Source: an optimization exercise on an open RTL-to-GDS flow (aim: small area, a short achievable clock period and few clock cycles). Production flows keep margins and buffers that such runs may drop.
RTL that was checked went through simulation tests only; none was proved equivalent to the original.
Only the layout flow was run in runs 1 and 2; the RTL was not checked for function there.
Power and IR drop assume default switching activity.

$ cat flow/config.mk
export PLATFORM = sky130hd
export DESIGN_NAME = spitfp_core
export DESIGN_NICKNAME = spitfp_core
export VERILOG_FILES = /design/flow/design.v
export SDC_FILE = /design/flow/constraint.sdc
export NUM_CORES = 4
export LEC_CHECK = 0
export CAP_MARGIN = 20
export CORE_MARGIN = 2
export CORE_UTILIZATION = 40
export CTS_CLUSTER_DIAMETER = 80
export CTS_CLUSTER_SIZE = 20
export PLACE_DENSITY = 0.6
export SETUP_SLACK_MARGIN = 5.0
export SLEW_MARGIN = 20
$ cat flow/constraint.sdc
create_clock -name core_clock -period 8.0 [get_ports {clk}]
set_input_delay 1.6000 -clock core_clock [delete_from_list [all_inputs] [get_ports {clk}]]
set_output_delay 1.6000 -clock core_clock [all_outputs]
set_load 0.01 [all_outputs]
$ cat flow/design.v
module spitfp_core (
    input  wire       clk,
    input  wire       rst,         
    input  wire       in_valid,
    output wire       in_ready,
    input  wire [7:0] in_data,
    output wire       out_valid,
    input  wire       out_ready,
    output wire [7:0] out_data
);
    localparam [20:0] BAUD_MIN      = 21'd400000;
    localparam [20:0] BAUD_MAX      = 21'd2000000;
    localparam [20:0] BAUD_RESET    = 21'd1400000;
    localparam [20:0] DYN_MIN_RESET = 21'd400000;
    localparam [1:0] RX_SEEK = 2'd0;
    localparam [1:0] RX_ACC  = 2'd1;
    localparam [1:0] RX_FC   = 2'd2;
    localparam [1:0] TX_IDLE = 2'd0;
    localparam [1:0] TX_DATA = 2'd1;
    localparam [1:0] TX_ACK  = 2'd2;
    localparam [1:0] SM_SEEK  = 2'd0;
    localparam [1:0] SM_CAND  = 2'd1;
    localparam [1:0] SM_REDIR = 2'd3;
    function [7:0] rotl;
        input [7:0] x;
        rotl = {x[6:0], x[7]};
    endfunction
    function [7:0] rotr;
        input [7:0] x;
        rotr = {x[0], x[7:1]};
    endfunction
    reg [7:0]  rb   [0:63];      
    reg [7:0]  pbuf [0:23];      
    reg [7:0]  srx  [0:23];      
    reg [5:0]  head;
    reg [5:0]  tail;
    reg [6:0]  used;
    reg [1:0]  rx_state;
    reg [4:0]  rx_len;
    reg [4:0]  send_len;
    reg [4:0]  slot_tx_len;
    reg [4:0]  slot_rx_len;
    reg [1:0]  tx_src;
    reg [4:0]  tx_idx;
    reg        tx_sent, tx_due, tx_rel;
    reg [3:0]  tx_sl;           
    reg [7:0]  tx_sum;
    reg [3:0]  seq_cur, sls;
    reg        ack_owed;
    reg [31:0] now_reg, last_send;
    reg [20:0] baud_cfg, baud_cur, baud_new, dyn_min;
    reg        baud_change, dyn_en;
    reg [7:0]  c_eack_lo;
    reg [23:0] c_eack_hi;
    reg        c_eack_pc;
    wire [31:0] c_eack = {c_eack_hi, c_eack_lo};
    reg [7:0]  c_efr_lo;
    reg [23:0] c_efr_hi;
    reg        c_efr_pc;
    wire [31:0] c_efr = {c_efr_hi, c_efr_lo};
    reg [7:0]  c_emsg_lo;
    reg [23:0] c_emsg_hi;
    reg        c_emsg_pc;
    wire [31:0] c_emsg = {c_emsg_hi, c_emsg_lo};
    reg [7:0]  c_eovf_lo;
    reg [23:0] c_eovf_hi;
    reg        c_eovf_pc;
    wire [31:0] c_eovf = {c_eovf_hi, c_eovf_lo};
    reg [7:0]  c_brick_lo;
    reg [23:0] c_brick_hi;
    reg        c_brick_pc;
    wire [31:0] c_brick = {c_brick_hi, c_brick_lo};
    reg [7:0]  c_brlet_lo;
    reg [23:0] c_brlet_hi;
    reg        c_brlet_pc;
    wire [31:0] c_brlet = {c_brlet_hi, c_brlet_lo};
    reg [7:0]  zero_run_lo;
    reg [23:0] zero_run_hi;
    reg        zero_run_pc;
    wire [31:0] zero_run = {zero_run_hi, zero_run_lo};
    reg [7:0] ib0, ib1;
    reg [11:0] id0;             
    reg       iv0, iv1;
    reg       in_rdy;
    assign in_ready = in_rdy;
    wire in_fire = in_valid & in_rdy;
    function [11:0] opdec;
        input [7:0] x;
        begin
            opdec[0]  = (x == 8'h01);
            opdec[1]  = (x == 8'h02);
            opdec[2]  = (x == 8'h03);
            opdec[3]  = (x == 8'h04);
            opdec[4]  = (x == 8'h05);
            opdec[5]  = (x == 8'h06);
            opdec[6]  = (x == 8'h07);
            opdec[7]  = (x == 8'h08);
            opdec[8]  = (x == 8'h09);
            opdec[9]  = (x == 8'h0A);
            opdec[10] = (x == 8'h00) || (x > 8'h0A);
            opdec[11] = (x == 8'h00);
        end
    endfunction
    wire [11:0] in_dec  = opdec(in_data);
    wire [11:0] ib1_dec = opdec(ib1);
    wire go;
    always @(posedge clk) begin
        if (rst) begin
            iv0 <= 1'b0;
            iv1 <= 1'b0;
            in_rdy <= 1'b1;
        end else if (go) begin
            if (iv1) begin
                ib0 <= ib1;
                id0 <= ib1_dec;
                iv0 <= 1'b1;
            end else begin
                ib0 <= in_data;
                id0 <= in_dec;
                iv0 <= in_fire;
            end
            iv1 <= 1'b0;
            in_rdy <= 1'b1;
        end else begin
            if (!iv0) begin
                ib0 <= in_data;
                id0 <= in_dec;
                iv0 <= in_fire;
            end else if (!iv1) begin
                ib1 <= in_data;
                iv1 <= in_fire;
            end
            in_rdy <= !(iv1 | (iv0 & in_fire));
        end
    end
    reg        ov, ov1;
    reg [7:0]  od, od1;
    reg [7:0]  od_o;            
    assign out_valid = ov;
    assign out_data  = od_o;
    wire       pv;              
    wire [7:0] pd;
    wire       pop = ov & out_ready;
    always @(posedge clk)
        od_o <= (pop || !ov) ? (ov1 ? od1 : pd) : od;
    always @(posedge clk) begin
        if (rst) begin
            ov  <= 1'b0;
            ov1 <= 1'b0;
        end else if (pop || !ov) begin
            if (ov1) begin
                od  <= od1;
                ov  <= 1'b1;
                ov1 <= pv;
                od1 <= pd;
            end else begin
                od  <= pd;
                ov  <= pv;
                ov1 <= 1'b0;
            end
        end else if (pv) begin
            od1 <= pd;
            ov1 <= 1'b1;
        end
    end
    reg        e_opc, e_rx, e_rd, e_sn, e_sd, e_en, e_w;
    reg        w_tick, w_baud, w_dyn, w_prop;
    reg [3:0]  kq;              
    reg [20:0] arg;             
    reg        en_b;
    reg [7:0]  sub_rem;
    reg        sub_l;           
    reg        sub_f;           
    reg        sw;              
    reg        txp;             
    reg        txl;             
    reg [4:0]  sub_n;
    reg [1:0]  sub_st;          
    reg        f_ltmin, f_gtmax, f_ltdyn;
    reg        t_borrow, t_lo, t_hz;
    reg        t3_pend, t3_to;
    integer k;
    reg        r_act, r_drain;
    reg [4:0]  r_idx, r_last;
    reg [31:0] r_cap;           
    reg [4:0]  pb_off;
    reg        sc_act;
    reg [1:0]  sm;
    reg [7:0]  rq;              
    reg        rz_h, rz_l;      
    reg        rl_h, rl_l;      
    reg [5:0]  ra;              
    reg [7:0]  sh;              
    reg [4:0]  soff;            
    reg [4:0]  sL, sLm1;
    reg [7:0]  sseq;
    reg        scopy;
    wire tx_wait = (tx_src == TX_IDLE) && tx_due && (pb_off != 5'd0);
    wire stall_c = (r_act && !(r_drain && id0[2])) || ov1 || t3_pend || tx_wait;
    wire go_opc  = iv0 && e_opc && !stall_c;    
    assign go = iv0 && (!e_opc || !stall_c);     
    wire [7:0] b = ib0;
    wire       b_zero  = id0[11];
    wire       o_reset = e_opc && id0[0];
    wire       o_tick  = e_opc && id0[1];
    wire       o_rx    = e_opc && id0[2];
    wire       o_tx    = e_opc && id0[3];
    wire       o_sub   = e_opc && id0[4];
    wire       o_drain = e_opc && id0[5];
    wire       o_rd    = e_opc && id0[6];
    wire       o_baud  = e_opc && id0[7];
    wire       o_dyn   = e_opc && id0[8];
    wire       o_prop  = e_opc && id0[9];
    wire       o_inv   = e_opc && id0[10];
    wire [7:0] cmin_b = kq[0] ? 8'h80 : kq[1] ? 8'h1A : kq[2] ? 8'h06 : 8'h00;
    wire [7:0] cmax_b = kq[0] ? 8'h80 : kq[1] ? 8'h84 : kq[2] ? 8'h1E : 8'h00;
    wire [7:0] dyn_b  = kq[0] ? dyn_min[7:0] : kq[1] ? dyn_min[15:8] :
                        kq[2] ? {3'd0, dyn_min[20:16]} : 8'h00;
    wire [7:0] ls_b   = kq[0] ? last_send[7:0] : kq[1] ? last_send[15:8] :
                        last_send[23:16];
    wire       n_ltmin = (b < cmin_b) || ((b == cmin_b) && !kq[0] && f_ltmin);
    wire       n_gtmax = (b > cmax_b) || ((b == cmax_b) && !kq[0] && f_gtmax);
    wire       n_ltdyn = (b < dyn_b)  || ((b == dyn_b)  && !kq[0] && f_ltdyn);
    wire       t_bin   = !kq[0] && t_borrow;
    wire [7:0] ls_b1   = ls_b + 8'd1;
    wire       t_zero  = t_bin ? (b == ls_b1) : (b == ls_b);       
    wire       t_bout  = t_bin ? (b <= ls_b) : (b < ls_b);        
    wire [7:0] ls0     = last_send[7:0];
    wire       t_small = (b == ls0) || (b == ls0 + 8'd1) || (b == ls0 + 8'd2) ||
                         (b == ls0 + 8'd3) || (b == ls0 + 8'd4);   
    wire [7:0] ls3     = last_send[31:24];
    wire [7:0] ls3p1   = last_send[31:24] + 8'd1;
    wire       t_eq3   = t_borrow ? (b == ls3p1) : (b == ls3);
    wire       t_to    = !(t_lo && t_hz && t_eq3);      
    wire        f_lo    = b_zero && f_ltmin;
    wire        f_hi    = !b_zero || f_gtmax;
    wire        f_ld    = b_zero && f_ltdyn;
    wire [20:0] clampv  = f_lo ? BAUD_MIN : (f_hi ? BAUD_MAX : arg);
    wire [20:0] propv   = f_ld ? dyn_min  : (f_hi ? BAUD_MAX : arg);
    wire [31:0] rv [0:17];
    assign rv[0]  = {19'd0, (zero_run[31:4] != 28'd0) || zero_run_pc, tx_rel, tx_due, tx_sent,
                     tx_src, rx_state, baud_change, ack_owed,
                     (send_len != 5'd0),
                     (slot_tx_len != 5'd0) || (send_len != 5'd0),
                     (slot_rx_len != 5'd0)};
    assign rv[1]  = {16'd0, 3'd0, tx_idx, sls, seq_cur};
    assign rv[2]  = c_eack;
    assign rv[3]  = c_efr;
    assign rv[4]  = c_emsg;
    assign rv[5]  = c_eovf;
    assign rv[6]  = c_brick;
    assign rv[7]  = c_brlet;
    assign rv[8]  = {11'd0, baud_cfg};
    assign rv[9]  = {11'd0, baud_cur};
    assign rv[10] = {11'd0, baud_new};
    assign rv[11] = {31'd0, dyn_en};
    assign rv[12] = {11'd0, dyn_min};
    assign rv[13] = zero_run;
    assign rv[14] = last_send;
    assign rv[15] = {3'd0, rx_len, 3'd0, slot_rx_len, 3'd0, slot_tx_len, 3'd0, send_len};
    assign rv[16] = {25'd0, used};
    assign rv[17] = now_reg;
    reg [31:0] reg_val;
    always @(*) begin
        reg_val = 32'd0;
        for (k = 0; k < 18; k = k + 1)
            if (b == k) reg_val = reg_val | rv[k];
    end
    wire [7:0] r_byte = r_drain ? srx[r_idx] : r_cap[7:0];
    wire r_push = r_act && !ov1;
    wire [7:0] tx_seqb = (tx_src == TX_DATA) ? {seq_cur, tx_sl} : {4'd0, tx_sl};
    wire       tx_i1   = (tx_idx == 5'd1);
    wire       tx_last = txl;
    wire [7:0] txd_b   = tx_i1 ? tx_seqb : (tx_last ? tx_sum : pbuf[0]);
    wire [7:0] txa_b   = tx_i1 ? tx_seqb : tx_sum;
    wire [7:0] tx_b    = (tx_src == TX_IDLE) ? (tx_due ? {3'd0, send_len} :
                                                (ack_owed ? 8'h03 : 8'h00)) :
                         (tx_src == TX_DATA) ? txd_b : txa_b;
    wire       tx_pl   = go_opc && o_tx && txp;
    wire s_fin = e_sd && sub_l;
    wire w_fin = e_w && kq[3];
    wire x_push = (go_opc && (o_tx || o_drain || o_inv)) ||
                  (iv0 && (e_rd || (e_sn && b_zero) || s_fin || (w_fin && !w_tick)));
    reg [7:0] x_byte;
    always @(*) begin
        if (e_opc)
            x_byte = o_tx ? tx_b : (o_drain ? {3'd0, slot_rx_len} : 8'h03);
        else if (e_rd)
            x_byte = (b <= 8'h11) ? 8'd0 : 8'd3;
        else if (e_sn)
            x_byte = 8'd2;
        else if (e_sd)
            x_byte = {6'd0, sub_st};
        else
            x_byte = (w_prop && !dyn_en) ? 8'd4 : 8'd0;
    end
    assign pv = x_push || r_push;
    assign pd = x_push ? x_byte : r_byte;
    wire [7:0] rbyte = rb[ra];
    wire       rz      = rz_h && rz_l;
    wire       rl      = rl_h && rl_l;
    wire       hb_len  = rl;
    wire       used0   = (used == 7'd0);
    wire       h_short = ({1'b0, used} < rq);
    wire       c_cse   = (soff == sLm1);
    wire       c_data   = (sL != 5'd3);
    wire [3:0] c_own    = sseq[7:4];
    wire [3:0] c_ackn   = sseq[3:0];
    wire [7:0] sseq_n   = (cand && !c_cse && soff == 5'd1) ? rq : sseq;
    wire       c_new_c  = c_data && (sseq_n[7:4] != 4'd0) && (sseq_n[7:4] != sls);
    reg        c_new, c_stall, ack_match, c_dup, c_own0, cg_h, cg_l, ue;
    wire [7:0] cg_k = rotl(sh ^ rq);
    always @(posedge clk) begin
        ue        <= (used == {2'd0, sL});
        c_new     <= c_new_c;
        c_stall   <= c_new_c && (slot_rx_len != 5'd0);
        ack_match <= (send_len != 5'd0) && tx_sent && (sseq_n[3:0] == seq_cur);
        c_own0    <= (sseq_n[7:4] == 4'd0);
        c_dup     <= (sseq_n[7:4] == sls);
        cg_h      <= (rbyte[7:4] == cg_k[7:4]);   
        cg_l      <= (rbyte[3:0] == cg_k[3:0]);
    end
    wire [3:0] seq_next  = (seq_cur == 4'd15) ? 4'd1 : seq_cur + 4'd1;
    wire       cand     = sc_act && (sm == SM_CAND);
    wire       seek     = sc_act && (sm == SM_SEEK);
    wire       s_stop0  = seek && used0;
    wire       s_idle   = seek && !used0 && rz;
    wire       s_badl   = seek && !used0 && !rz && !hb_len;
    wire       s_stopa  = seek && !used0 && hb_len && h_short;
    wire       s_start  = seek && !used0 && hb_len && !h_short;
    wire       c_good   = cg_h && cg_l;
    wire       d_fin    = cand && c_cse;
    wire       d_bad    = d_fin && !c_good;
    wire       d_stall  = d_fin && c_good && c_stall;
    wire       d_take   = d_fin && c_good && !c_stall;
    wire       used1    = (used == 7'd1);
    wire       s_empty  = ((s_idle || s_badl) && used1) || (d_take && ue && !ack_match);
    wire       sc_stop  = s_stop0 || s_stopa || d_stall || s_empty;
    wire       cp_on    = cand && scopy && !c_cse;
    wire [5:0] head_p1 = head + 6'd1;
    always @(posedge clk) begin
        if (r_push) begin
            r_cap <= {8'd0, r_cap[31:8]};
            r_idx <= r_idx + 5'd1;
            if (r_idx == r_last) r_act <= 1'b0;
        end
        if ((sw && iv0) || tx_pl ||
            ((pb_off != 5'd0) && !sw && (tx_src != TX_DATA))) begin
            for (k = 0; k < 23; k = k + 1)
                pbuf[k] <= pbuf[k+1];
            pbuf[23] <= sw ? b : pbuf[0];
            pb_off   <= (pb_off == 5'd0 || (sw && iv0 && sub_f)) ? 5'd23 : pb_off - 5'd1;
        end
        if (!sc_act) begin
            rq <= rbyte;
            rz_h <= (rbyte[7:4] == 4'd0);
            rz_l <= (rbyte[3:0] == 4'd0);
            rl_h <= (rbyte[7:5] == 3'd0);
            rl_l <= (rbyte[4:0] >= 5'd3) && (rbyte[4:0] <= 5'd27);
            ra <= head;
        end else begin
            case (sm)
            SM_SEEK: begin
                if (s_idle || s_badl) begin
                    head <= head + 6'd1;
                    used <= used - 7'd1;
                    rq   <= rbyte;
                    rz_h   <= (rbyte[7:4] == 4'd0);
                    rz_l   <= (rbyte[3:0] == 4'd0);
                    rl_h   <= (rbyte[7:5] == 3'd0);
                    rl_l   <= (rbyte[4:0] >= 5'd3) && (rbyte[4:0] <= 5'd27);
                    ra   <= ra + 6'd1;
                end
                if (s_start) begin
                    sm    <= SM_CAND;
                    sL    <= rq[4:0];
                    sLm1  <= rq[4:0] - 5'd1;
                    soff  <= 5'd1;
                    sh    <= rotl(rq);
                    scopy <= (slot_rx_len == 5'd0);
                    rq    <= rbyte;
                    rz_h    <= (rbyte[7:4] == 4'd0);
                    rz_l    <= (rbyte[3:0] == 4'd0);
                    rl_h    <= (rbyte[7:5] == 3'd0);
                    rl_l    <= (rbyte[4:0] >= 5'd3) && (rbyte[4:0] <= 5'd27);
                    ra    <= ra + 6'd1;
                end
            end
            SM_CAND: begin
                if (!c_cse) begin
                    sh   <= rotl(sh ^ rq);
                    soff <= soff + 5'd1;
                    if (soff == 5'd1) sseq <= rq;
                end
                rq <= rbyte;
                rz_h <= (rbyte[7:4] == 4'd0);
                rz_l <= (rbyte[3:0] == 4'd0);
                rl_h <= (rbyte[7:5] == 3'd0);
                rl_l <= (rbyte[4:0] >= 5'd3) && (rbyte[4:0] <= 5'd27);
                ra <= ra + 6'd1;
                if (d_bad) begin
                    head <= head_p1;
                    used <= used - 7'd1;
                    ra   <= head_p1;
                    sm   <= SM_REDIR;
                end
                if (d_take) begin
                    head     <= head + {1'b0, sL};
                    used     <= used - {2'd0, sL};
                    sm       <= SM_SEEK;
                    if (ack_match) begin
                        if (tx_src == TX_DATA) begin
                            tx_rel <= 1'b1;
                        end else begin
                            send_len <= 5'd0;
                            tx_sent  <= 1'b0;
                            tx_due   <= 1'b0;
                            tx_rel   <= 1'b0;
                            seq_cur  <= seq_next;
                        end
                    end
                    if (c_data) begin
                        if (c_own0) begin
                        end else if (c_dup) begin
                            ack_owed <= 1'b1;
                        end else begin
                            slot_rx_len <= sL - 5'd3;
                            sls         <= c_own;
                            ack_owed    <= 1'b1;
                        end
                    end
                end
                if (d_stall) sm <= SM_SEEK;
            end
            default: begin    
                rq <= rbyte;
                rz_h <= (rbyte[7:4] == 4'd0);
                rz_l <= (rbyte[3:0] == 4'd0);
                rl_h <= (rbyte[7:5] == 3'd0);
                rl_l <= (rbyte[4:0] >= 5'd3) && (rbyte[4:0] <= 5'd27);
                ra <= ra + 6'd1;
                sm <= SM_SEEK;
            end
            endcase
        end
        if (cp_on) begin
            for (k = 0; k < 24; k = k + 1)
                if (soff == k + 2) srx[k] <= rq;
        end
        if (sc_stop) begin
            sc_act <= 1'b0;
            ra     <= head;
            if (s_stop0 || s_empty) begin
                rx_state <= RX_SEEK;
                rx_len   <= 5'd0;
            end else if (s_stopa) begin
                rx_state <= RX_ACC;
                rx_len   <= rq[4:0];
            end else begin
                rx_state <= RX_FC;
                rx_len   <= sL;
            end
        end
        if ((iv0 && w_fin && w_tick && (!sc_act || sc_stop)) || (t3_pend && sc_stop)) begin
            t3_pend <= 1'b0;
            if (send_len == 5'd0 && slot_tx_len != 5'd0) begin
                send_len    <= slot_tx_len + 5'd3;
                slot_tx_len <= 5'd0;
                tx_sent     <= 1'b0;
                tx_rel      <= 1'b0;
                tx_due      <= 1'b1;
            end else if (send_len != 5'd0 && tx_sent && !tx_due &&
                         tx_src != TX_DATA && (t3_pend ? t3_to : t_to)) begin
                tx_due <= 1'b1;
            end
            if (baud_change && tx_src == TX_IDLE) begin
                baud_cur    <= baud_new;
                baud_change <= 1'b0;
            end
        end else if (iv0 && w_fin && w_tick) begin
            t3_pend <= 1'b1;
            t3_to   <= t_to;
        end
        if (e_rx && (iv0 || !used[6]))
            rb[tail] <= b;
        if (iv0) begin
            if (go_opc) begin
                if (o_tick) begin
                    e_opc <= 1'b0; e_w <= 1'b1; kq <= 4'b0001;
                    w_tick <= 1'b1; w_baud <= 1'b0; w_dyn <= 1'b0; w_prop <= 1'b0;
                    sc_act <= 1'b1;
                    sm     <= SM_SEEK;
                    ra     <= head + 6'd1;
                end
                if (o_rx)  begin e_opc <= 1'b0; e_rx <= 1'b1; end
                if (o_sub) begin e_opc <= 1'b0; e_sn <= 1'b1; end
                if (o_rd)  begin e_opc <= 1'b0; e_rd <= 1'b1; end
                if (o_baud || o_prop) begin
                    e_opc <= 1'b0; e_w <= 1'b1; kq <= 4'b0001;
                    w_tick <= 1'b0; w_baud <= o_baud; w_dyn <= 1'b0; w_prop <= o_prop;
                end
                if (o_dyn) begin
                    e_opc <= 1'b0; e_en <= 1'b1;
                    w_tick <= 1'b0; w_baud <= 1'b0; w_dyn <= 1'b1; w_prop <= 1'b0;
                end
                if (o_tx) begin
                    if (tx_src == TX_IDLE) begin
                        if (tx_due) begin
                            tx_sl     <= sls;
                            tx_sum    <= rotl({3'd0, send_len});
                            tx_src    <= TX_DATA;
                            tx_idx    <= 5'd1;
                            tx_due    <= 1'b0;
                            tx_sent   <= 1'b1;
                            last_send <= now_reg;
                            ack_owed  <= 1'b0;
                        end else if (ack_owed) begin
                            tx_sl    <= sls;
                            tx_sum   <= 8'h06;
                            tx_src   <= TX_ACK;
                            tx_idx   <= 5'd1;
                            ack_owed <= 1'b0;
                        end
                    end else if (tx_src == TX_DATA) begin
                        tx_sum <= rotl(tx_sum ^ txd_b);
                        if (tx_last) begin
                            tx_src <= TX_IDLE;
                            tx_idx <= 5'd0;
                            if (tx_rel) begin
                                send_len <= 5'd0;
                                tx_sent  <= 1'b0;
                                tx_due   <= 1'b0;
                                tx_rel   <= 1'b0;
                                seq_cur  <= seq_next;
                            end
                        end else begin
                            tx_idx <= tx_idx + 5'd1;
                        end
                        txp <= tx_i1 || (txp && (tx_idx != send_len - 5'd2));
                        txl <= txp && (tx_idx == send_len - 5'd2);
                    end else begin
                        tx_sum <= rotl(tx_sum ^ txa_b);
                        if (tx_idx == 5'd2) begin
                            tx_src <= TX_IDLE;
                            tx_idx <= 5'd0;
                        end else begin
                            tx_idx <= tx_idx + 5'd1;
                        end
                    end
                end
                if (o_drain) begin
                    slot_rx_len <= 5'd0;
                    if (slot_rx_len != 5'd0) begin
                        r_act   <= 1'b1;
                        r_drain <= 1'b1;
                        r_idx   <= 5'd0;
                        r_last  <= slot_rx_len - 5'd1;
                    end
                end
            end
            if (e_rx) begin
                e_rx <= 1'b0; e_opc <= 1'b1;
                tail <= tail + 6'd1;
                if (used[6]) begin
                    head     <= head + 6'd1;
                    ra       <= head_p1;
                    rx_state <= RX_SEEK;
                    rx_len   <= 5'd0;
                end else begin
                    used <= used + 7'd1;
                end
            end
            if (e_rd) begin
                e_rd <= 1'b0; e_opc <= 1'b1;
                r_act   <= 1'b1;
                r_drain <= 1'b0;
                r_idx   <= 5'd0;
                r_last  <= 5'd3;
                r_cap   <= reg_val;
            end
            if (e_sn) begin
                e_sn    <= 1'b0;
                sub_n   <= b[4:0];
                sub_rem <= b;
                sub_l   <= (b == 8'd1);
                sub_f   <= 1'b1;
                if (b == 8'd0 || b > 8'd24)
                    sub_st <= 2'd2;
                else if (slot_tx_len != 5'd0 || send_len != 5'd0)
                    sub_st <= 2'd1;
                else
                    sub_st <= 2'd0;
                if (b == 8'd0) e_opc <= 1'b1;
                else           e_sd  <= 1'b1;
                sw <= (b != 8'd0) && (b <= 8'd24) && (slot_tx_len == 5'd0) && (send_len == 5'd0);
            end
            if (e_sd) begin
                sub_rem <= sub_rem - 8'd1;
                sub_l   <= (sub_rem == 8'd2);
                sub_f   <= 1'b0;
                if (sub_l) begin
                    e_sd <= 1'b0; e_opc <= 1'b1;
                    sw   <= 1'b0;
                    if (sub_st == 2'd0) begin
                        slot_tx_len <= sub_n;
                    end
                end
            end
            if (e_en) begin
                e_en <= 1'b0; e_w <= 1'b1; kq <= 4'b0001;
                en_b <= (b != 8'd0);
            end
            if (e_w) begin
                kq <= {kq[2:0], 1'b0};
                f_ltmin  <= n_ltmin;
                f_gtmax  <= n_gtmax;
                f_ltdyn  <= n_ltdyn;
                t_borrow <= t_bout;
                if (kq[0]) begin
                    t_lo <= t_small;
                    t_hz <= 1'b1;
                end else begin
                    t_hz <= t_hz && t_zero;
                end
                if (kq[0]) arg[7:0]   <= b;
                if (kq[1]) arg[15:8]  <= b;
                if (kq[2]) arg[20:16] <= b[4:0];
                if (w_tick) begin
                    if (kq[0]) now_reg[7:0]   <= b;
                    if (kq[1]) now_reg[15:8]  <= b;
                    if (kq[2]) now_reg[23:16] <= b;
                    if (kq[3]) now_reg[31:24] <= b;
                end
                if (kq[3]) begin
                    e_w <= 1'b0; e_opc <= 1'b1;
                    if (w_baud) begin
                        baud_cfg <= clampv;
                        if (!dyn_en) begin
                            baud_new    <= clampv;
                            baud_change <= 1'b1;
                        end
                    end
                    if (w_dyn) begin
                        dyn_en  <= en_b;
                        dyn_min <= clampv;
                        if (!en_b) begin
                            baud_new    <= baud_cfg;
                            baud_change <= 1'b1;
                        end
                    end
                    if (w_prop && dyn_en) begin
                        baud_new    <= propv;
                        baud_change <= 1'b1;
                    end
                end
            end
        end
        if (rst || (go_opc && o_reset)) begin
            head <= 6'd0; tail <= 6'd0; used <= 7'd0;
            rx_state <= RX_SEEK; rx_len <= 5'd0;
            send_len <= 5'd0; slot_tx_len <= 5'd0; slot_rx_len <= 5'd0;
            tx_src <= TX_IDLE; tx_idx <= 5'd0; txp <= 1'b0; txl <= 1'b0;
            tx_sent <= 1'b0; tx_due <= 1'b0; tx_rel <= 1'b0;
            seq_cur <= 4'd1; sls <= 4'd0; ack_owed <= 1'b0;
            now_reg <= 32'd0; last_send <= 32'd0;
            baud_cfg <= BAUD_RESET; baud_cur <= BAUD_RESET; baud_new <= BAUD_RESET;
            baud_change <= 1'b0; dyn_en <= 1'b1; dyn_min <= DYN_MIN_RESET;
            ra <= 6'd0;
        end
        if (rst) begin
            e_opc <= 1'b1; e_rx <= 1'b0; e_rd <= 1'b0; e_sn <= 1'b0;
            e_sd <= 1'b0; e_en <= 1'b0; e_w <= 1'b0; sw <= 1'b0;
            sc_act  <= 1'b0;
            t3_pend <= 1'b0;
            r_act   <= 1'b0;
            pb_off  <= 5'd0;
        end
    end
    wire cnt_clr = rst || (go_opc && o_reset);
    wire c_eack_inc = d_bad && (sL == 5'd3);
    wire c_eack_sat = (&c_eack_hi) && (&c_eack_lo) && !c_eack_pc;
    always @(posedge clk) begin
        if (cnt_clr || 1'b0) begin
            c_eack_lo <= 8'd0;
            c_eack_hi <= 24'd0;
            c_eack_pc <= 1'b0;
        end else begin
            if (c_eack_pc) c_eack_hi <= c_eack_hi + 24'd1;
            if (c_eack_inc && !c_eack_sat) begin
                c_eack_lo <= c_eack_lo + 8'd1;
                c_eack_pc <= &c_eack_lo;
            end else begin
                c_eack_pc <= 1'b0;
            end
        end
    end
    wire c_efr_inc = s_badl || (d_take && c_data && c_own0);
    wire c_efr_sat = (&c_efr_hi) && (&c_efr_lo) && !c_efr_pc;
    always @(posedge clk) begin
        if (cnt_clr || 1'b0) begin
            c_efr_lo <= 8'd0;
            c_efr_hi <= 24'd0;
            c_efr_pc <= 1'b0;
        end else begin
            if (c_efr_pc) c_efr_hi <= c_efr_hi + 24'd1;
            if (c_efr_inc && !c_efr_sat) begin
                c_efr_lo <= c_efr_lo + 8'd1;
                c_efr_pc <= &c_efr_lo;
            end else begin
                c_efr_pc <= 1'b0;
            end
        end
    end
    wire c_emsg_inc = d_bad && (sL != 5'd3);
    wire c_emsg_sat = (&c_emsg_hi) && (&c_emsg_lo) && !c_emsg_pc;
    always @(posedge clk) begin
        if (cnt_clr || 1'b0) begin
            c_emsg_lo <= 8'd0;
            c_emsg_hi <= 24'd0;
            c_emsg_pc <= 1'b0;
        end else begin
            if (c_emsg_pc) c_emsg_hi <= c_emsg_hi + 24'd1;
            if (c_emsg_inc && !c_emsg_sat) begin
                c_emsg_lo <= c_emsg_lo + 8'd1;
                c_emsg_pc <= &c_emsg_lo;
            end else begin
                c_emsg_pc <= 1'b0;
            end
        end
    end
    wire c_eovf_inc = iv0 && e_rx && used[6];
    wire c_eovf_sat = (&c_eovf_hi) && (&c_eovf_lo) && !c_eovf_pc;
    always @(posedge clk) begin
        if (cnt_clr || 1'b0) begin
            c_eovf_lo <= 8'd0;
            c_eovf_hi <= 24'd0;
            c_eovf_pc <= 1'b0;
        end else begin
            if (c_eovf_pc) c_eovf_hi <= c_eovf_hi + 24'd1;
            if (c_eovf_inc && !c_eovf_sat) begin
                c_eovf_lo <= c_eovf_lo + 8'd1;
                c_eovf_pc <= &c_eovf_lo;
            end else begin
                c_eovf_pc <= 1'b0;
            end
        end
    end
    wire c_brick_inc = iv0 && e_sd && sub_l && (sub_st == 2'd0);
    wire c_brick_sat = (&c_brick_hi) && (&c_brick_lo) && !c_brick_pc;
    always @(posedge clk) begin
        if (cnt_clr || 1'b0) begin
            c_brick_lo <= 8'd0;
            c_brick_hi <= 24'd0;
            c_brick_pc <= 1'b0;
        end else begin
            if (c_brick_pc) c_brick_hi <= c_brick_hi + 24'd1;
            if (c_brick_inc && !c_brick_sat) begin
                c_brick_lo <= c_brick_lo + 8'd1;
                c_brick_pc <= &c_brick_lo;
            end else begin
                c_brick_pc <= 1'b0;
            end
        end
    end
    wire c_brlet_inc = d_take && c_data && !c_own0 && !c_dup;
    wire c_brlet_sat = (&c_brlet_hi) && (&c_brlet_lo) && !c_brlet_pc;
    always @(posedge clk) begin
        if (cnt_clr || 1'b0) begin
            c_brlet_lo <= 8'd0;
            c_brlet_hi <= 24'd0;
            c_brlet_pc <= 1'b0;
        end else begin
            if (c_brlet_pc) c_brlet_hi <= c_brlet_hi + 24'd1;
            if (c_brlet_inc && !c_brlet_sat) begin
                c_brlet_lo <= c_brlet_lo + 8'd1;
                c_brlet_pc <= &c_brlet_lo;
            end else begin
                c_brlet_pc <= 1'b0;
            end
        end
    end
    wire zero_run_inc = s_idle;
    wire zero_run_sat = (&zero_run_hi) && (&zero_run_lo) && !zero_run_pc;
    always @(posedge clk) begin
        if (cnt_clr || d_take) begin
            zero_run_lo <= 8'd0;
            zero_run_hi <= 24'd0;
            zero_run_pc <= 1'b0;
        end else begin
            if (zero_run_pc) zero_run_hi <= zero_run_hi + 24'd1;
            if (zero_run_inc && !zero_run_sat) begin
                zero_run_lo <= zero_run_lo + 8'd1;
                zero_run_pc <= &zero_run_lo;
            end else begin
                zero_run_pc <= 1'b0;
            end
        end
    end
endmodule
$ cat flow/run.sh
#!/bin/bash
# synth_recipe.tcl (not shown) runs the flow's synth.tcl, then flattens the netlist and writes it again
# the make line also repeats each setting of config.mk as NAME=value (left out here)
make -C /OpenROAD-flow-scripts/flow DESIGN_CONFIG=/design/flow/config.mk WORK_HOME=/design/flow/orfs CLKGATE_MAP_FILE= SYNTH_SCRIPT=/design/flow/synth_recipe.tcl finish
==> flow_summary_export.csv, run 1 <==
group,metric,value,unit
detailed_routing,drc,0,
sta,clock_skew,0.0410,ns
power,switchingPower,4.50,mW
detailed_routing,ant_nets,0,
run_status,status,"timing/DRC/antenna clean",
clock_network,cts_tree,"yes",
global_route,antenna_found_initial,5,
global_route,grt_pass1_wl,305,mm
min_path,hp-start,"pbuf[11][0]",
yosys,synth_top_area_cell,"edfxtp_1",
setup_path,cp.arrival,3.58,ns
placed_design,place_inst,7879,
cells_and_area,area_growth,11.0,%
cells_and_area,final_area,77100,um^2
clock_network,cts_buffers,95,
yosys,synth_flop_cell,"edfxtp_1",
detailed_routing,vias,48900,
sta,setup_tns,0,ns
global_route,overflow,0,
sta,fmax,0.311,GHz
power,totalPowerFinal,17.3,mW
power,leakage,24.8,nW
cells_and_area,reg_top3,"rb (512), pbuf (192), srx (192)",
die,coreArea,172000,um^2
sta,slew_headroom,0.263,
detailed_routing,viasPerCell,6.00,
clock_network,cts_sinks,1580,
sta,maxSlewViolCount,0,
yosys,synth_nets,5905,
yosys,syn_area,69500,um^2
clock_network,clockRootBuffer,"clkbuf_16",
detailed_routing,drtIter0Drc,7085,
placed_design,placed_cell_area,71900,um^2
power,comb_power_share,0.114,
power,p_sw_frac,0.261,
global_route,track_usage,0.231,
power,power_density,224,nW/um^2
detailed_routing,avgRoutedWirePerCell,26.2,um
yosys,synth_edf_count,1056,
power,cellInternalPower,12.8,mW
sta,hold_viol_final,0,
setup_path,r2r-start,"iv0",
global_route,grt_max_degree,108,
die,fp-row-count,152,
die,die_area,177000,um^2
yosys,ys_seq_area_frac,0.607,
clock_network,cts_hold_buf,0,
cells_and_area,drive_gt1_frac,0.127,
clock_network,worstSkewPairLatency,0.75,ns
sta,worst_pin_slew,1.10,ns
cells_and_area,fill_cells,15600,
min_path,hold_class,"reg2reg",
detailed_routing,wl,213,mm
placed_design,gp_congestion,0.963,
detailed_routing,firstDrtPassIters,9,
sta,setup_violations,0,
yosys,synth_cell_types,102,
global_route,grt_pass1_vias,44800,
clock_network,htree_levels,3,
yosys,avgSynthCellArea,12.0,um^2
setup_path,required,8.36,ns
power,clkPwrFrac,0.302,
sta,timing.final.crit_share,0.401,
job,maxCapViolCount,0,
sta,rsz0062_at_grt,"true",
die,die_w,421,um
cells_and_area,largest_register,"rb",
die,start_util,0.404,
setup_path,worstSetupEndpointType,"flip-flop",
cells_and_area,final_nets,5865,
power,ir_drop,209,uV
setup_path,crit_type,"reg2reg",
die,die_height,421,um
yosys,synth_area_leaders,"edfxtp_1 (46%), dfxtp_1 (15%), mux4_2 (4.7%), nand2_1 (3.4%), nor2_1 (3.3%)",
setup_path,setup.worst_path.start_class,"flip-flop",
power,seqPwrFrac,0.584,
yosys,syn_inst,5796,
placed_design,port_buffers,21,
yosys,ys_warn_count,3,
yosys,synth_top_area_share,0.456,
yosys,synth_seq_cells,1580,
clock_network,clk_pin_slew,0.08,ns
setup_path,worstSetupStartpoint,"iv0",
cells_and_area,largest_reg_flops,512,
placed_design,dp_hpwl,138,mm
die,ioPinCount,22,
yosys,synthArstFlopShare,0,
sta,period_needed,3.21,ns
setup_path,critPathMaxFanout,29,
clock_network,cts_max_path_buffers,3,
cells_and_area,stdcell_count,8139,
[metrics by stage]
stage	worst slack (ns)	util	hold slack, ns
after global placement	3.66	0.418	0.400
after detailed placement	3.73	0.418	0.405
after floorplan	4.99	-	0.400
after CTS	4.86	0.442	0.417
final	4.79	0.448	0.413
after global routing	4.75	0.448	0.420
[kinds of logic (layout without fill, tap and decap cells)]
group / count (synthesis) / count (layout) / share of synthesized area
buffers and inverters: 437 / 464 / 0.0271
xor gates and xnor gates: 335 / 335 / 0.0422
other: 0 / 2 / 0
DFF: 1580 / 1580 / 0.607
and+or+nand+nor: 1976 / 1976 / 0.131
adders and majority gates: 97 / 97 / 0.0177
muxes: 282 / 282 / 0.0690
AOI/OAI and AO/OA: 1089 / 1093 / 0.105
[routing by layer]
metal	global-route usage	vias up	wire length (um)
met4	0.0736	2	7270
met3	0.0521	403	21100
li1	-	21600	-
met2	0.342	2408	92800
met1	0.336	24500	91800
met5	0	-	15
[critical path: stages, from the launching register on]
cell,delay (ns)
dfxtp_1,0.33
buf_4,0.39
o21ai_0,0.23
nor2_1,0.23
nand3_1,0.70
nor2_1,0.89
[layout make-up]
| type | instances | area [um^2] | area share |
|---|---|---|---|
| diodes | 2 | 5.00 | 0.0000649 |
| clock buffers | 140 | 2580 | 0.0334 |
| clock inverters | 28 | 345 | 0.00448 |
| inverters | 96 | 378 | 0.00490 |
| multi-input cells | 3783 | 26300 | 0.341 |
| flip-flops and latches | 1580 | 42200 | 0.548 |
| well taps | 2310 | 2890 | 0.0375 |
| repair buffers | 200 | 2400 | 0.0311 |
[cell usage in the layout (no fill, tap or decap), types with 21 or more instances in the layout]
master	count
clkbuf_16	106
mux2i_1	83
a221oi_1	33
nand4_1	105
nand2b_1	25
nor3_1	86
o21ai_0	150
nand3_1	191
a32oi_1	21
a22oi_1	156
nor2_1	547
a221o_1	23
nand2_1	618
a21o_1	21
nor4_1	28
edfxtp_1	1056
dfxtp_1	502
a31oi_1	54
o211ai_1	30
xor2_1	173
xnor2_1	159
and2_1	36
a21oi_1	297
and3_1	64
a22o_1	24
ha_1	91
nor2b_1	35
o22ai_1	45
a211oi_1	26
mux2_2	48
mux4_2	145
inv_1	87
nor2_2	55
clkbuf_1	42
or3_1	39
buf_4	114
[final timing paths]
kind                      end  slack [ns]  cells after the start
setup / recovery    rb[53][3]        4.79                      5
hold / removal    pbuf[10][0]        0.41                      0
setup reg to reg    rb[53][3]        4.79                      5
hold reg to reg   pbuf[10][0]        0.41                      0
[Yosys cell counts, types with 17 or more instances]
library cell  count
edfxtp_1       1056
nand2_1         629
nor2_1          608
dfxtp_1         524
a21oi_1         303
clkbuf_1        206
nand3_1         195
xor2_1          175
a22oi_1         161
xnor2_1         160
o21ai_0         155
mux4_2          145
nand4_1         105
ha_1             95
inv_1            93
nor3_1           93
buf_2            88
mux2i_1          83
and3_1           66
a31oi_1          58
mux2_2           48
and2_1           45
o22ai_1          45
nor2b_1          40
or3_1            39
a221oi_1         36
buf_1            32
nand2b_1         31
o211ai_1         30
a211oi_1         29
nor4_1           28
a221o_1          24
a22o_1           24
a32oi_1          22
a21o_1           21
o21a_1           19
a222oi_1         18
nand3b_1         18
o221ai_1         17
o31ai_1          17
[power by group through the flow]
stage / registers (mW) / clock network (mW) / logic (mW)
4_1_cts: 10.1 / 5.29 / 1.82
3_5_place_dp: 10.3 / 0 / 1.62
6_report: 10.1 / 5.22 / 1.96
5_1_grt: 10.1 / 5.58 / 2.10
3_3_place_gp: 10.3 / 0 / 1.59
2_1_floorplan: 10.1 / 0 / 1.01
[repair_timing]
action	in CTS	in global routing
endpoints found under the setup margin	906	959
pin swaps	19	23
setup buffers	29	39
gates cloned	10	12
resized for setup	192	130
==> run 2: changes to the inputs <==
--- a/flow/config.mk
+++ b/flow/config.mk
@@ -9,5 +9,5 @@
 export CORE_MARGIN = 2
 export CORE_UTILIZATION = 40
-export CTS_CLUSTER_DIAMETER = 80
+export CTS_CLUSTER_DIAMETER = 60
 export CTS_CLUSTER_SIZE = 20
 export PLACE_DENSITY = 0.6
==> flow_summary_export.csv, run 2 <==
group,metric,value,unit
run_status,status,"timing/DRC/antenna clean",
die,die_area,177000,um^2
clock_network,cts_sinks,1580,
clock_network,cts_buffers,121,
setup_path,required,8.38,ns
cells_and_area,layout_commonest_cell,"edfxtp_1",
detailed_routing,viasPerCell,5.96,
placed_design,gp_congestion,0.963,
cells_and_area,reg_top3,"rb (512), pbuf (192), srx (192)",
detailed_routing,drtIter0Drc,6683,
setup_path,setup.worst_path.start_class,"flip-flop",
yosys,avgSynthCellArea,12.0,um^2
yosys,synth_nets,5905,
die,ioPinCount,22,
yosys,ys_warn_count,3,
yosys,syn_area,69500,um^2
die,fp-row-count,152,
clock_network,worstSkewPairLatency,0.79,ns
yosys,synth_top_area_share,0.456,
sta,slew_headroom,0.273,
sta,period_needed,3.18,ns
detailed_routing,ant_nets,0,
die,start_util,0.404,
cells_and_area,layout_common_cells,"edfxtp_1 (1056), nand2_1 (618), nor2_1 (546)",
detailed_routing,drc,0,
detailed_routing,avgRoutedWirePerCell,25.9,um
power,power_density,237,nW/um^2
sta,rsz0062_at_grt,"true",
yosys,synth_top_area_cell,"edfxtp_1",
setup_path,cp.arrival,3.56,ns
global_route,grt_max_degree,108,
placed_design,dp_hpwl,138,mm
sta,worst_pin_slew,1.08,ns
cells_and_area,largest_reg_flops,512,
clock_network,clockRootBuffer,"clkbuf_16",
sta,setup_violations,0,
setup_path,crit_type,"reg2reg",
yosys,synthArstFlopShare,0,
yosys,synth_cell_types,102,
sta,setup_tns,0,ns
min_path,hold_class,"reg2reg",
yosys,synth_common_cells,"edfxtp_1 (1056), nand2_1 (629), nor2_1 (608), dfxtp_1 (524), a21oi_1 (303)",
job,maxCapViolCount,0,
cells_and_area,area_growth,12.8,%
power,ir_drop,179,uV
power,leakage,25.4,nW
global_route,antenna_found_initial,7,
sta,hold_viol_final,0,
setup_path,path_delay_family,"simple AND/OR/NAND/NOR gates",
global_route,overflow,0,
setup_path,critPathMaxFanout,29,
detailed_routing,wl,212,mm
setup_path,critPathBufInv,1,
setup_path,worstPathCellList,"buf_4, o21ai_0, nor2_1, nand3_1, nor2_2",
clock_network,htree_levels,3,
yosys,yosysMostFrequentCell,"edfxtp_1",
yosys,synth_flop_cell,"edfxtp_1",
detailed_routing,firstDrtPassIters,10,
die,die_w,421,um
die,die_height,421,um
detailed_routing,vias,48800,
sta,clock_skew,0.0524,ns
sta,maxSlewViolCount,0,
yosys,synth_area_leaders,"edfxtp_1 (46%), dfxtp_1 (15%), mux4_2 (4.7%), nand2_1 (3.4%), nor2_1 (3.3%)",
die,coreArea,172000,um^2
sta,fmax,0.314,GHz
sta,timing.final.crit_share,0.398,
global_route,grt_pass1_vias,45100,
setup_path,cp_slowest_cell,"nand3_1",
global_route,track_usage,0.232,
yosys,ys_seq_area_frac,0.607,
setup_path,cpPeakStageDelay,0.80,ns
yosys,syn_inst,5796,
cells_and_area,final_nets,5885,
clock_network,cts_tree,"yes",
setup_path,worstSetupEndpointType,"flip-flop",
clock_network,cts_max_path_buffers,3,
sta,fin_hold_ws,0.417,ns
yosys,synth_seq_cells,1580,
clock_network,clk_pin_slew,0.08,ns
cells_and_area,fill_cells,15400,
global_route,grt_pass1_wl,306,mm
cells_and_area,drive_gt1_frac,0.140,
yosys,synth_edf_count,1056,
placed_design,port_buffers,21,
cells_and_area,largest_register,"rb",
run 2: power by group:
| group | internal, mW | switching (mW) | leakage, nW |
|---|---|---|---|
| Sequential | 9.74 | 0.349 | 14.0 |
| Clock | 3.29 | 3.19 | 2.03 |
| Combinational | 0.692 | 1.33 | 9.40 |
| Total | 13.7 | 4.86 | 25.4 |
run 2: cells by family after synthesis:
group                      Yosys count  synth area share
and+or+nand+nor                   1976             0.131
muxes                              282            0.0690
buffers and inverters              437            0.0271
xor gates and xnor gates           335            0.0422
AOI/OAI and AO/OA                 1089             0.105
DFF                               1580             0.607
adders and majority gates           97            0.0177
run 2: final cells by class:
| type | instances | area (um^2) | share of cell area |
|---|---|---|---|
| Inverter | 96 | 378 | 0.00482 |
| Multi-Input combinational cell | 3783 | 26400 | 0.336 |
| Clock inverter | 89 | 1040 | 0.0132 |
| Clock buffer | 134 | 3140 | 0.0401 |
| Antenna cell | 2 | 5.00 | 0.0000639 |
| Tap cell | 2310 | 2890 | 0.0369 |
| Sequential cell | 1580 | 42200 | 0.539 |
| Timing Repair Buffer | 194 | 2300 | 0.0293 |
run 2: through the flow:
step	utilization	setup slack [ns]	power, mW	instance area (um^2)	std cells
floorplan	-	4.99	11.1	69500	5796
global placement	0.418	3.66	11.8	71900	7877
detailed placement	0.418	3.73	11.9	71900	7879
CTS	0.449	4.87	18.5	77300	8141
global route	0.455	4.79	19.2	78300	8186
finish	0.455	4.82	18.6	78300	8188
run 2: what timing repair did:
action                                  4_1_cts  5_1_grt
hold buffers                                  0        0
pin swaps                                    15       22
gates resized for setup                     198      130
cloned                                        9        8
endpoints found under the hold margin         0        0
endpoints found under the setup margin      885      820
setup buffers                                30       37
run 2: worst reg2reg max path, cell delays in order, from the launching register on:
cell and delay (ns):
dfxtp_1 0.33, buf_4 0.40, o21ai_0 0.25, nor2_1 0.23, nand3_1 0.80, nor2_2 0.78
run 2: path summary, 6_finish.rpt:
check,from,end,slack (ns),cells after the start
worst max register to register,iv0,rb[45][0],4.82,5
worst min-delay path,pbuf[21][4],pbuf[20][4],0.42,0
worst max-delay path,iv0,rb[45][0],4.82,5
worst min register to register,pbuf[21][4],pbuf[20][4],0.42,0
run 2: per-layer routing:
metal / part of all wire / GRT usage
met3: 0.10 / 0.0535
met5: 0.00019 / 0
met1: 0.43 / 0.336
met2: 0.44 / 0.342
met4: 0.035 / 0.0753
==> run 3: changes to the inputs <==
--- a/flow/design.v
+++ b/flow/design.v
@@ -186,4 +186,8 @@
     reg [4:0]  pb_off;
     reg        sc_act;
+    reg        sc_pend;         
+    reg        wr_pend;         
+    reg [5:0]  wr_addr;
+    reg [7:0]  wr_data;
     reg [1:0]  sm;
     reg [7:0]  rq;              
@@ -462,5 +466,5 @@
             end
         end
-        if ((iv0 && w_fin && w_tick && (!sc_act || sc_stop)) || (t3_pend && sc_stop)) begin
+        if ((iv0 && w_fin && w_tick && !sc_pend && (!sc_act || sc_stop)) || (t3_pend && sc_stop)) begin
             t3_pend <= 1'b0;
             if (send_len == 5'd0 && slot_tx_len != 5'd0) begin
@@ -482,6 +486,15 @@
             t3_to   <= t_to;
         end
-        if (e_rx && (iv0 || !used[6]))
-            rb[tail] <= b;
+        wr_pend <= iv0 && e_rx;
+        wr_addr <= tail;
+        wr_data <= b;
+        if (wr_pend)
+            rb[wr_addr] <= wr_data;
+        if (sc_pend) begin
+            sc_pend <= 1'b0;
+            sc_act  <= 1'b1;
+            sm      <= SM_SEEK;
+            ra      <= head + 6'd1;
+        end
         if (iv0) begin
             if (go_opc) begin
@@ -489,7 +502,11 @@
                     e_opc <= 1'b0; e_w <= 1'b1; kq <= 4'b0001;
                     w_tick <= 1'b1; w_baud <= 1'b0; w_dyn <= 1'b0; w_prop <= 1'b0;
-                    sc_act <= 1'b1;
-                    sm     <= SM_SEEK;
-                    ra     <= head + 6'd1;
+                    if (wr_pend) begin
+                        sc_pend <= 1'b1;
+                    end else begin
+                        sc_act <= 1'b1;
+                        sm     <= SM_SEEK;
+                        ra     <= head + 6'd1;
+                    end
                 end
                 if (o_rx)  begin e_opc <= 1'b0; e_rx <= 1'b1; end
@@ -672,5 +689,7 @@
             e_sd <= 1'b0; e_en <= 1'b0; e_w <= 1'b0; sw <= 1'b0;
             sc_act  <= 1'b0;
+            sc_pend <= 1'b0;
             t3_pend <= 1'b0;
+            wr_pend <= 1'b0;
             r_act   <= 1'b0;
             pb_off  <= 5'd0;
==> flow_summary_export.csv, run 3 <==
group,metric,value,unit
run_status,status,"timing/DRC/antenna clean",
clock_network,cts_sinks,1596,
sta,timing.final.crit_share,0.385,
die,fp-row-count,153,
yosys,synth_nets,5950,
yosys,yosysMostFrequentCell,"edfxtp_1",
yosys,synth_edf_count,1056,
global_route,antenna_found_initial,11,
setup_path,worstPathCellList,"inv_4, ha_4, and4b_2, buf_6, a222oi_1, o2111ai_2, nor4_4, a211oi_2, a31o_2, o21a_1",
power,leakage,25.6,nW
detailed_routing,avgRoutedWirePerCell,26.4,um
sta,worst_pin_slew,1.01,ns
yosys,synth_top_area_cell,"edfxtp_1",
setup_path,r2r-start,"r_idx[0]",
yosys,synth_top_area_share,0.454,
cells_and_area,layout_commonest_cell,"edfxtp_1",
die,die_height,422,um
min_path,hp-start,"tail[2]",
cells_and_area,drive_gt1_frac,0.138,
min_path,hold_class,"reg2reg",
cells_and_area,final_nets,5955,
die,coreArea,174000,um^2
sta,clock_skew,0.0721,ns
power,ir_drop,249,uV
placed_design,dp_hpwl,141,mm
yosys,avgSynthCellArea,12.0,um^2
setup_path,cp_slowest_cell,"a222oi_1",
die,die_area,178000,um^2
job,maxCapViolCount,0,
yosys,synth_area_leaders,"edfxtp_1 (45%), dfxtp_1 (15%), mux4_2 (3.6%), nand2_1 (3.0%), nor2_1 (3.0%)",
min_path,whs_path_depth,0,
cells_and_area,reg_top3,"rb (512), pbuf (192), srx (192)",
setup_path,required,8.52,ns
global_route,overflow,0,
sta,fin_hold_ws,0.366,ns
setup_path,rrSetupSlack,4.92,ns
cells_and_area,largest_reg_flops,512,
clock_network,worstSkewPairLatency,0.81,ns
yosys,syn_inst,5841,
clock_network,htree_levels,3,
setup_path,r2r_cells,10,
sta,setup_tns,0,ns
yosys,ys_warn_count,3,
detailed_routing,viasPerCell,6.03,
clock_network,cts_tree,"yes",
placed_design,place_inst,7935,
clock_network,clk_pin_slew,0.09,ns
global_route,grt_max_degree,104,
sta,fmax,0.325,GHz
setup_path,crit_type,"reg2reg",
die,start_util,0.402,
yosys,synth_flop_cell,"edfxtp_1",
setup_path,timing.rr.end,"od[7]",
sta,setup_violations,0,
detailed_routing,wl,219,mm
global_route,track_usage,0.237,
die,die_w,422,um
sta,hold_viol_final,0,
die,ioPinCount,22,
placed_design,gp_congestion,0.986,
yosys,syn_area,69900,um^2
yosys,ys_seq_area_frac,0.608,
cells_and_area,layout_common_cells,"edfxtp_1 (1056), nand2_1 (549), nor2_1 (533)",
clock_network,clockRootBuffer,"clkbuf_16",
yosys,synthArstFlopShare,0,
sta,rsz0062_at_grt,"true",
detailed_routing,ant_nets,0,
setup_path,critPathMaxFanout,5,
yosys,synth_cell_types,101,
sta,period_needed,3.08,ns
placed_design,port_buffers,21,
power,power_density,238,nW/um^2
yosys,synth_seq_cells,1596,
cells_and_area,area_growth,13.1,%
setup_path,worstSetupEndpointType,"flip-flop",
sta,maxSlewViolCount,0,
yosys,synth_common_cells,"edfxtp_1 (1056), nand2_1 (565), nor2_1 (551), dfxtp_1 (540), a21oi_1 (340)",
setup_path,cp.arrival,3.60,ns
sta,slew_headroom,0.320,
detailed_routing,drc,0,
clock_network,cts_buffers,116,
clock_network,cts_max_path_buffers,3,
clock_network,cts_hold_buf,0,
setup_path,cpPeakStageDelay,0.59,ns
min_path,worstHoldEndpoint,"wr_addr[2]",
cells_and_area,stdcell_count,8271,
detailed_routing,vias,49900,
detailed_routing,firstDrtPassIters,6,
global_route,grt_pass1_vias,46400,
setup_path,setup.worst_path.start_class,"flip-flop",
detailed_routing,drtIter0Drc,6364,
power,totalPowerFinal,18.8,mW
global_route,grt_pass1_wl,317,mm
cells_and_area,largest_register,"rb",
==> run 3: cell count changes in the layout (fill, tap and decap cells not counted), moves of 14 or more <==
| cell | change |
|---|---|
| nand2_1 | -69 |
| mux2i_1 | +56 |
| nor2_2 | -42 |
| xor2_1 | -37 |
| a21oi_1 | +34 |
| mux4_2 | -34 |
| buf_4 | +31 |
| a31oi_1 | -24 |
| xnor2_1 | +23 |
| inv_1 | +20 |
| o22ai_1 | -19 |
| a22oi_1 | +18 |
| and4_1 | +14 |
| mux2_2 | +14 |
==> run 3: metrics by stage <==
step	cell area, um^2	utilization	setup WS, ns
finish	79000	0.455	4.92
global route	79000	0.455	4.89
CTS	78200	0.450	4.99
detailed placement	72500	0.417	3.02
global placement	72500	0.417	3.10
floorplan	70000	-	2.71
==> run 3: cell type report <==
cell class	instances	area, um^2
well taps	2325	2910
multi-input cells	3789	26600
fillers	15800	94800
repair buffers	222	2490
clock inverters	67	856
flip-flops and latches	1596	42600
inverters	121	473
diodes	4	10.0
clock buffers	147	3150
==> run 3: power by group <==
part	internal, mW	total (mW)	switching, mW
clock network	3.15	6.33	3.18
registers	9.85	10.2	0.385
logic	0.834	2.23	1.40
==> run 3: routing by layer <==
layer	vias up	global-route usage	part of all wire
met2	2453	0.353	0.43
met1	25000	0.338	0.43
li1	21900	-	-
met5	-	0	0.00048
met3	475	0.0507	0.098
met4	14	0.0938	0.044
==> run 3: worst max path at each step <==
stage	endpoint	cells past startpoint	startpoint	slack [ns]
2_1_floorplan	pb_off[3]	10	pb_off[1]	2.71
4_1_cts	od[7]	8	r_idx[2]	4.99
3_3_place_gp	c_brick_pc	6	rst	3.10
6_report	od[7]	10	r_idx[0]	4.92
5_1_grt	od[7]	10	r_idx[0]	4.89
3_5_place_dp	c_brlet_pc	6	rst	3.02
==> run 3: cells by family (layout without fill, tap and decap cells) <==
family | count (synthesis) | in the layout | synth area share
adder cells (fa/ha/maj) | 97 | 97 | 0.0176
other | 0 | 4 | 0
AND/OR/NAND/NOR | 1924 | 1929 | 0.132
buffers and inverters | 463 | 557 | 0.0270
flip-flops | 1596 | 1596 | 0.608
multiplexers | 313 | 313 | 0.0658
AO/OA/AOI/OAI | 1128 | 1130 | 0.109
XOR/XNOR | 320 | 320 | 0.0404
==> run 3: timing repair <==
item | 4_1_cts | 5_1_grt
gates cloned | 21 | 4
pin swaps | 31 | 44
resized for setup | 225 | 101
buffers inserted | 55 | 38
setup endpoints to repair | 913 | 362
==> run 3: worst max-delay path: cells and delay by family (launching register included) <==
kind | cells | cell delay, ns
compound gates | 5 | 1.45
buf+inv | 2 | 0.17
simple gates | 2 | 0.58
flops | 1 | 0.40
fa+ha+maj | 1 | 0.17
Testbench counts of run 3, summed over its fixed seeds: cycles 161,280.
==> run 4: changes to the inputs <==
--- a/flow/config.mk
+++ b/flow/config.mk
@@ -9,5 +9,5 @@
 export CORE_MARGIN = 2
 export CORE_UTILIZATION = 40
-export CTS_CLUSTER_DIAMETER = 60
+export CTS_CLUSTER_DIAMETER = 80
 export CTS_CLUSTER_SIZE = 20
 export PLACE_DENSITY = 0.6
==> flow_summary_export.csv, run 4 <==
group,metric,value,unit
cells_and_area,fill_cells,15800,
global_route,overflow,0,
placed_design,port_buffers,21,
placed_design,gp_congestion,0.986,
sta,timing.final.crit_share,0.381,
detailed_routing,avgRoutedWirePerCell,26.3,um
cells_and_area,layout_common_cells,"edfxtp_1 (1056), nand2_1 (544), nor2_1 (533)",
clock_network,worstSkewPairLatency,0.81,ns
yosys,synth_nets,5950,
sta,worst_pin_slew,1.05,ns
power,totalPowerFinal,18.1,mW
placed_design,dp_hpwl,141,mm
yosys,synth_top_area_share,0.454,
setup_path,required,8.52,ns
setup_path,setup.worst_path.start_class,"flip-flop",
clock_network,cts_sinks,1596,
yosys,synth_flop_cell,"edfxtp_1",
cells_and_area,reg_top3,"rb (512), pbuf (192), srx (192)",
cells_and_area,stdcell_count,8237,
setup_path,worstSetupEndpointType,"flip-flop",
clock_network,cts_tree,"yes",
clock_network,cts_max_path_buffers,3,
setup_path,r2r_cells,9,
cells_and_area,seqCellArea,42600,um^2
setup_path,critPathMaxFanout,60,
sta,maxSlewViolCount,0,
sta,fmax,0.328,GHz
setup_path,worstSetupStartpoint,"r_idx[2]",
sta,rsz0062_at_grt,"true",
yosys,syn_inst,5841,
clock_network,htree_levels,3,
die,fp-row-count,153,
yosys,synth_edf_count,1056,
die,die_area,178000,um^2
min_path,worstHoldEndpoint,"wr_addr[5]",
detailed_routing,firstDrtPassIters,10,
yosys,yosysMostFrequentCell,"edfxtp_1",
die,die_height,422,um
min_path,hp-start,"tail[5]",
yosys,avgSynthCellArea,12.0,um^2
yosys,synth_common_cells,"edfxtp_1 (1056), nand2_1 (565), nor2_1 (551), dfxtp_1 (540), a21oi_1 (340)",
sta,hold_viol_final,0,
global_route,grt_max_degree,104,
setup_path,timing.rr.end,"od[7]",
yosys,syn_area,69900,um^2
run_status,status,"timing/DRC/antenna clean",
yosys,synth_seq_cells,1596,
cells_and_area,largest_register,"rb",
global_route,grt_pass1_vias,46100,
detailed_routing,drtIter0Drc,6520,
yosys,synth_cell_types,101,
sta,period_needed,3.05,ns
sta,setup_tns,0,ns
power,leakage,25.4,nW
sta,clock_skew,0.0623,ns
detailed_routing,vias,49500,
clock_network,cts_buffers,105,
global_route,track_usage,0.236,
job,maxCapViolCount,0,
min_path,hold_class,"reg2reg",
global_route,grt_pass1_wl,316,mm
yosys,ys_seq_area_frac,0.608,
min_path,whs_path_depth,0,
setup_path,cp.arrival,3.57,ns
yosys,ys_warn_count,3,
cells_and_area,layout_commonest_cell,"edfxtp_1",
cells_and_area,area_growth,12.4,%
die,die_w,422,um
sta,setup_violations,0,
setup_path,rrSetupSlack,4.95,ns
clock_network,clk_pin_slew,0.08,ns
yosys,synth_top_area_cell,"edfxtp_1",
cells_and_area,drive_gt1_frac,0.135,
cells_and_area,largest_reg_flops,512,
yosys,synthArstFlopShare,0,
power,ir_drop,259,uV
die,start_util,0.402,
global_route,antenna_found_initial,7,
die,ioPinCount,22,
cells_and_area,final_nets,5945,
detailed_routing,wl,217,mm
power,power_density,231,nW/um^2
sta,slew_headroom,0.293,
setup_path,r2r-start,"r_idx[2]",
die,coreArea,174000,um^2
detailed_routing,ant_nets,0,
cells_and_area,multi_input_area,26700,um^2
placed_design,place_inst,7935,
clock_network,clockRootBuffer,"clkbuf_16",
detailed_routing,drc,0,
setup_path,crit_type,"reg2reg",
detailed_routing,viasPerCell,6.00,
yosys,synth_area_leaders,"edfxtp_1 (45%), dfxtp_1 (15%), mux4_2 (3.6%), nand2_1 (3.0%), nor2_1 (3.0%)",
run 4: cell types whose count changed in the layout (fill, tap and decap cells not counted), moves of 5 or more:
| cell | delta |
|---|---|
| clkinv_4 | -6 |
| buf_6 | -5 |
| clkinv_8 | -8 |
| inv_12 | +6 |
| nand2_4 | +7 |
| nand2_1 | -5 |
| clkbuf_16 | -17 |
| a21oi_1 | -5 |
| a21oi_2 | +5 |
| clkbuf_8 | -5 |
run 4: critical path, stage by stage, from the launching register on:
cell and delay (ns):
dfxtp_2 0.33, buf_12 0.18, and4b_2 0.34, buf_4 0.15, a222oi_1 0.59, o2111ai_2 0.30
nor4_4 0.27, a211oi_2 0.12, a31o_2 0.24, o21a_1 0.19
run 4: report_power, final:
group          switching (mW)  internal [mW]  leakage (nW)
Sequential              0.382           9.85          14.1
Combinational            1.38          0.804          9.61
Clock                    3.06           2.67          1.65
run 4: timing repair:
item | 4_1_cts | 5_1_grt
cloned | 20 | 1
setup endpoints to repair | 938 | 381
hold buffers | 0 | 0
gates resized for setup | 225 | 117
buffers inserted | 56 | 42
pin swaps | 30 | 57
run 4: final cells by class:
class                   instances  area share
flip-flops and latches       1596       0.542
multi-input cells            3789       0.339
well taps                    2325      0.0370
clock buffers                 129      0.0349
repair buffers                223      0.0316
clock inverters                53     0.00855
inverters                     121     0.00631
diodes                          1   0.0000319
run 4: kinds of logic after synthesis:
| logic type | after synthesis | share of synthesized area |
|---|---|---|
| DFF | 1596 | 0.608 |
| AOI/OAI and AO/OA | 1128 | 0.109 |
| and+or+nand+nor | 1924 | 0.132 |
| buffers and inverters | 463 | 0.0270 |
| muxes | 313 | 0.0658 |
| xor gates and xnor gates | 320 | 0.0404 |
| adders and majority gates | 97 | 0.0176 |
run 4: layer usage:
| layer | global-route usage | vias to the layer above | routed length, um |
|---|---|---|---|
| li1 | - | 21900 | - |
| met1 | 0.339 | 24700 | 92400 |
| met2 | 0.353 | 2486 | 94200 |
| met3 | 0.0495 | 412 | 21500 |
| met4 | 0.0835 | 8 | 8620 |
| met5 | 0 | - | 48 |
run 4: worst max path at each step:
stage                 endpoint  slack (ns)  cells after the start
global placement    c_brick_pc        3.10                      6
global route             od[3]        4.91                      8
floorplan            pb_off[3]        2.71                     10
finish                   od[7]        4.95                      9
CTS                      od[0]        4.98                      8
detailed placement  c_brlet_pc        3.02                      6
run 4: per-stage QoR:
step                      hold WS (ns)  utilization  setup slack (ns)  cell area, um^2
after floorplan                  0.349            -              2.71            70000
after detailed placement         0.372        0.417              3.02            72500
final                            0.392        0.452              4.95            78600
after global placement           0.364        0.417              3.10            72500
after CTS                        0.394        0.447              4.98            77600
after global routing             0.406        0.452              4.91            78600

## static timing again, ports no longer ideal
In the flow no input, the clock included, has a driving cell. The finished layouts below were timed again as built, in two steps. Step 1: set_driving_cell puts a clkbuf_16 on clk and a buf_2 on each other input, an assumption about the parent block. Step 2 adds t to the input delays and takes it off the output delays; t is the mean of the earliest and latest rising clock arrival at the registers after step 1. Input paths then give back, and output paths get back, about the clock's delay inside the block. Slacks: ideal ports / drivers / drivers and shift; pairs: ideal ports / drivers.
run | t (ns) | slack for setup (ns) | worst data-port slew with drivers (ns)
run 1 | 0.825 | 4.789 / 4.789 / 4.309 | 0.08
run 2 | 0.854 | 4.820 / 4.820 / 4.328 | 0.08
run 3 | 0.865 | 4.921 / 4.921 / 4.310 | 0.07
run 4 | 0.852 | 4.949 / 4.949 / 4.338 | 0.07
After both steps setup and hold are still met in every run listed.
